Source: an optimization exercise on an open RTL-to-GDS flow (aim: small area, a short achievable clock period and few clock cycles). Production flows keep margins and buffers that such runs may drop. In this exercise RTL edits were held to simulation tests only and were not proved equivalent to the original. Power and IR drop assume default switching activity.

--- flow/config.mk ---
export PLATFORM = sky130hd
export DESIGN_NAME = column_mapper
export DESIGN_NICKNAME = column_mapper
export VERILOG_FILES = /design/flow/design.v
export SDC_FILE = /design/flow/constraint.sdc
export NUM_CORES = 4
export LEC_CHECK = 0
export CAP_MARGIN = 20
export CORE_MARGIN = 2
export CORE_UTILIZATION = 40
export SLEW_MARGIN = 20
--- flow/constraint.sdc ---
create_clock -name core_clock -period 10.0 [get_ports {clk}]
set_input_delay 2.0000 -clock core_clock [delete_from_list [all_inputs] [get_ports {clk}]]
set_output_delay 2.0000 -clock core_clock [all_outputs]
set_load 0.01 [all_outputs]
--- flow/design.v ---
module column_mapper (
    input  wire        clk,
    input  wire        rst,
    input  wire        cfg_valid,
    output wire        cfg_ready,
    input  wire        cfg_signed,       
    input  wire        cfg_continuous,   
    input  wire [7:0]  cfg_divisor,      
    input  wire [7:0]  cfg_max_zoom,     
    input  wire [7:0]  cfg_min_zoom,     
    input  wire [15:0] cfg_row_scale,    
    input  wire [31:0] cfg_zoom,         
    input  wire [23:0] cfg_base,         
    output reg         rd_en,
    output reg  [23:0] rd_addr,
    input  wire [15:0] rd_data,
    output reg         col_valid,
    output reg  [6:0]  col_c,
    output reg  [23:0] col_addr,
    output reg  [5:0]  col_row
);
    localparam [2:0] S_IDLE  = 3'd0,
                     S_DIST  = 3'd1,
                     S_ADDR  = 3'd2,
                     S_READ  = 3'd3,
                     S_WAIT  = 3'd4,
                     S_DIV   = 3'd5,
                     S_OUT   = 3'd6;
    reg [2:0]  state;
    reg               f_signed;
    reg               f_cont;
    reg  [7:0]        f_div;
    reg  [15:0]       f_rs;
    reg  signed [9:0] f_zoom;      
    reg  [23:0]       f_base;
    reg  [23:0]       f_cap;
    reg  [6:0]        col;
    reg  [22:0]       col_dist;    
    wire signed [31:0] zreq  = cfg_zoom;
    wire signed [31:0] zmaxs = {24'd0, cfg_max_zoom};
    wire signed [31:0] zmins = -$signed({24'd0, cfg_min_zoom});
    wire signed [31:0] zlo   = cfg_signed ? zmins : 32'sd1;
    reg  signed [31:0] zclamp;
    always @(*) begin
        if (zreq < zlo)        zclamp = zlo;
        else if (zreq > zmaxs) zclamp = zmaxs;
        else                   zclamp = zreq;
    end
    wire [7:0]  zmax_cap = (cfg_signed && cfg_min_zoom > cfg_max_zoom) ? cfg_min_zoom
                                                                       : cfg_max_zoom;
    wire [15:0] dz       = cfg_divisor * zmax_cap;
    wire [23:0] cap_n    = {1'b0, dz, 7'd0};      
    reg  [15:0] dv_num;      
    reg  [15:0] dv_den;
    reg  [15:0] dv_rem;
    reg  [15:0] dv_quo;
    reg  [4:0]  dv_cnt;
    reg         dv_for_row;  
    wire [16:0] dv_trial = {dv_rem, dv_num[15]} - {1'b0, dv_den};
    wire        dv_ge    = ~dv_trial[16];
    wire        stretch  = f_signed && (f_zoom >= 10'sd2);
    wire        compress = f_signed && (f_zoom <= -10'sd2);
    wire [7:0]  zmag     = f_zoom[9] ? -f_zoom[7:0] : f_zoom[7:0];
    wire [22:0] scaled   = f_cont ? col_dist : col_dist * f_div;
    wire signed [25:0] addr_raw = $signed({2'b00, f_base}) - $signed({3'b000, scaled});
    wire [23:0] addr_n   = addr_raw[25] ? addr_raw[23:0] + f_cap : addr_raw[23:0];
    assign cfg_ready = (state == S_IDLE);
    always @(posedge clk) begin
        if (rst) begin
            state     <= S_IDLE;
            rd_en     <= 1'b0;
            col_valid <= 1'b0;
        end else begin
            rd_en     <= 1'b0;
            col_valid <= 1'b0;
            case (state)
                S_IDLE: begin
                    if (cfg_valid) begin
                        f_signed <= cfg_signed;
                        f_cont   <= cfg_continuous;
                        f_div    <= cfg_divisor;
                        f_rs     <= cfg_row_scale;
                        f_zoom   <= zclamp[9:0];
                        f_base   <= cfg_base;
                        f_cap    <= cap_n;
                        col      <= 7'd0;
                        state    <= S_DIST;
                    end
                end
                S_DIST: begin
                    if (stretch) begin
                        dv_num     <= {9'd0, col};
                        dv_den     <= {8'd0, zmag};
                        dv_rem     <= 16'd0;
                        dv_quo     <= 16'd0;
                        dv_cnt     <= 5'd16;
                        dv_for_row <= 1'b0;
                        state      <= S_DIV;
                    end else begin
                        if (compress || !f_signed)
                            col_dist <= col * zmag;
                        else
                            col_dist <= {16'd0, col};
                        state <= S_ADDR;
                    end
                end
                S_ADDR: begin
                    rd_en   <= 1'b1;
                    rd_addr <= addr_n;
                    state   <= S_READ;
                end
                S_READ: begin
                    state <= S_WAIT;
                end
                S_WAIT: begin
                    dv_num     <= rd_data;
                    dv_den     <= f_rs;
                    dv_rem     <= 16'd0;
                    dv_quo     <= 16'd0;
                    dv_cnt     <= 5'd16;
                    dv_for_row <= 1'b1;
                    state      <= S_DIV;
                end
                S_DIV: begin
                    if (dv_cnt != 5'd0) begin
                        dv_rem <= dv_ge ? dv_trial[15:0] : {dv_rem[14:0], dv_num[15]};
                        dv_quo <= {dv_quo[14:0], dv_ge};
                        dv_num <= {dv_num[14:0], 1'b0};
                        dv_cnt <= dv_cnt - 5'd1;
                    end else begin
                        if (dv_for_row) begin
                            state <= S_OUT;
                        end else begin
                            col_dist  <= {7'd0, dv_quo};
                            state <= S_ADDR;
                        end
                    end
                end
                S_OUT: begin
                    col_valid <= 1'b1;
                    col_c     <= col;
                    col_addr  <= rd_addr;
                    col_row   <= (dv_quo > 16'd63) ? 6'd0 : 6'd63 - dv_quo[5:0];
                    col       <= col + 7'd1;
                    state     <= (col == 7'd127) ? S_IDLE : S_DIST;
                end
                default: state <= S_IDLE;
            endcase
        end
    end
endmodule
--- flow/run.sh ---
#!/bin/bash
# synth_recipe.tcl (not shown) runs the flow's synth.tcl, then flattens the netlist and writes it again
# the make line also repeats each setting of config.mk as NAME=value (left out here)
make -C /OpenROAD-flow-scripts/flow DESIGN_CONFIG=/design/flow/config.mk WORK_HOME=/design/flow/orfs CLKGATE_MAP_FILE= SYNTH_SCRIPT=/design/flow/synth_recipe.tcl finish
==> run summary <==
-- report_power, final --
group | total, uW | switching, uW | internal [uW]
clock network | 1050 | 412 | 639
registers | 1400 | 77.5 | 1320
logic | 6430 | 3660 | 2770
total | 8880 | 4150 | 4740
-- critical path: cells and delay by family, from the launching register on --
family,cells,cell delay [ps]
compound gates,15,3180
fa+ha+maj,7,2530
simple gates,6,1020
flops,1,580
xor+xnor,3,430
mux,2,390
buf+inv,2,120
-- cells in the mapped netlist (all sizes together) (13+ instances only) --
master  instances  area share (%)
mux2           23             1.2
clkbuf         38            0.68
xnor2          72             3.0
nand4          13            0.39
ha            223              13
nand2         182             3.3
xor2           27             1.2
o21a           21            0.76
and3           18            0.54
inv           243             4.4
nor2          106             1.9
a21oi          99             2.4
a21o           40             1.4
nor3           35            0.84
mux2i          45             2.2
and2          170             5.1
o21bai         23            0.83
edfxtp        230              33
buf            13            0.31
nand3          25            0.62
nand2b         20            0.60
o21ai          65             1.6
fa            151              15
-- cells by family (layout without fill, tap and decap cells) --
| kind of cell | Yosys count | count (layout) |
|---|---|---|
| and+or+nand+nor | 625 | 625 |
| adders and majority gates | 374 | 374 |
| AOI/OAI and AO/OA | 328 | 328 |
| buffers and inverters | 294 | 488 |
| DFF | 235 | 235 |
| xor gates and xnor gates | 99 | 99 |
| muxes | 68 | 68 |
-- layout make-up --
cell class	instances	area (um2)	area share, %
Inverter	243	912.1	3.741
Clock inverter	17	221.5	0.9082
Multi-Input combinational cell	1494	12760	52.33
Timing Repair Buffer	195	1914	7.851
Tap cell	680	850.8	3.489
Clock buffer	33	718.2	2.945
Sequential cell	235	7007	28.74
-- metrics by stage --
stage               cell area [um2]  std cells
floorplan                     20840       2023
global placement              23430       2847
detailed placement            23430       2847
CTS                           24370       2897
global route                  24380       2897
finish                        24380       2897
-- worst paths after layout --
path | startpoint | to | slack [ps] | depth (start not counted)
hold reg to reg | rd_addr[14]$_DFFE_PP_ | col_addr[14]$_DFFE_PP_ | 450 | 0
setup / recovery | f_div[2]$_DFFE_PP_ | rd_addr[22]$_DFFE_PP_ | 1480 | 35
hold / removal | rd_addr[14]$_DFFE_PP_ | col_addr[14]$_DFFE_PP_ | 450 | 0
setup reg to reg | f_div[2]$_DFFE_PP_ | rd_addr[22]$_DFFE_PP_ | 1480 | 35
-- per-layer routing --
| metal | vias to the layer above | wire [um] | GRT usage [%] |
|---|---|---|---|
| met5 | - | 0 | 0 |
| met4 | 0 | 833 | 4.207 |
| met3 | 57 | 2639 | 3.168 |
| met2 | 304 | 23950 | 30.62 |
| met1 | 7493 | 23810 | 26.80 |
| li1 | 7308 | - | - |
==> impl_results.md <==
* Crit path time final at approximately 8500 ps
* Final setup violating endpoints at 0
* Initial Util at between 40 and 50%
* CTS sink count at between 200 and 250
* Resized Gates After CTS at 0
* Via Count at roughly 15000
* Max IR drop VDD at approximately 0.00044 V
* #FFs+latches synth at approximately 240
* Synth Warn # at 1
* EDFF count, synth at 230
* Critical Path AT at ~9000 ps
* Antenna fix cells at 0
* Slew HR at 35.54%
* Layout area overhead at 17.00%
* Slew @ Worst Pin at roughly 960 ps
* DRT iter0 DRCs at roughly 940
* Worst setup margin at 1476 ps
* H-tree Lvls at 1
* Multiplexer area fraction after synthesis at roughly 3.4%
* HPWL after detailed placement at about 40 mm
* Hold WS at roughly 450 ps
* Largest regs: col_addr (24), f_base (24), rd_addr (24)
* Cts bufs inserted at 27
* GRT Total Usage at a little under a fifth
* Main synth FF type: edfxtp_1
* CTS tree: done
* Mapped cell area at roughly 21000 um2
* Total Power at just under 9000 uW
* Highest fanout seen on the critical path at 16
* Netlist cell types at 74
* Post-CTS Setup Bufs at 0
* Placer Congestion at around 0.9
* Pins Over Slew Limit at 0
* # fillers at around 4700
* Ports at 181
* Final core area utilization at roughly 47%
* Max cap viols at 0
* Leak at approximately 0.011 uW
* CP required at ~10000 ps
* Vias in the first global route at around 15000
* Layout cells sized above 1 at under 10%
* Syn nets at around 2500
* Post-Syn Instances at approximately 2000
* Initial antenna violation count at 0
* Crit path largest cell delay at about 580 ps
* Hold WC Path Type: register to register
* Grt total ovfl at 0
* Core Region at roughly 50000 um2
* Largest family of logic cells by synthesized area: adder cells
* Row cnt at 83
* RSZ-0062 raised after global routing: no
* Synth Area in Compound Gates at a little over 10%
* Detail Route Antenna Nets at 0
* Die Area at approximately 54000 um2
* Die Ht at 232.3 um
* Simple-gate portion of the synthesized area at 15.19%
* First-pass GRT wire length at just over 80 mm
* Post-synthesis adder-cell area fraction at between 20% and 30%
* Slowest CP cell: edfxtp_1
* Vias per inst at between 5 and 6
* Largest net degree at the start of global routing at 62
* Most common cell after layout, fill and taps aside: inv_1
* DRT Wirelength at 51.23 mm
* Sequential area share after synthesis at ~34%
* Most frequent CP cell: a21oi_1
* Clock latency on the worst-skew pair at around 560 ps
* Status: finished clean
* DRC at 0
* Worst-path clk slew at approximately 60 ps
* Worst Setup End Kind: register
* Post-Syn Area per Cell at a little over 10 um2
* CP Class: register to register
* XOR/XNOR Fraction of Synth Area at under 10%
* P per Cell Area at around 360 nW/um2
* Most frequent cells in the layout: inv_1 (243), edfxtp_1 (230), ha_1 (223), nand2_1 (182), clkdlybuf4s50_1 (180)
* Setup WS pre-CTS at 1547 ps
* Max frequency at approximately 0.12 GHz
* CTS hold repair buffers at 0
* Clock buffer depth at 3
* Setup TNS at 0 ps
* Startpoint types: register
* Die Wd at 232.3 um
* Post-synthesis async set-or-reset flop share at 0%
* Clk root buf: clkbuf_16
* Drt first pass iters at 5
* Final Hold Fails at 0
* Layout Skew at ~16 ps
* I/O Buffers at 180
* Net count, final at between 2000 and 3000
* Wire per inst at around 18 um
* Crit share post-route at ~85%
Testbench counts, summed over its fixed seeds: cycles 152,632.

## re-timing with driven ports
Ports are ideal in the flow. The routed layout listed here was re-timed in OpenROAD.
Step 1 sets driving cells, clkbuf_16 on the clock port and buf_2 on the other inputs (assumed; they add their load-dependent delay and slew).
Step 2 times the ports against the registers' clock, not the clock port: input delays grow and output delays shrink by t, the midpoint of the rising clock arrivals with the driver on.
a / b / c = ideal / step 1 / step 2; a / b = the first two.
t, ns: 0.603
setup WS [ns]: 1.476 / 1.476 / 1.476
clock arrival spread, ns: 0.018 / 0.018
slew at the worst register clock pin (ns): 0.06 / 0.06
worst slew at a driven data input, ns: 0.08
After both steps setup and hold are still met in this run. The setup slack of this run moves by 0.000 ns with the drivers and by 0.000 ns with both steps.
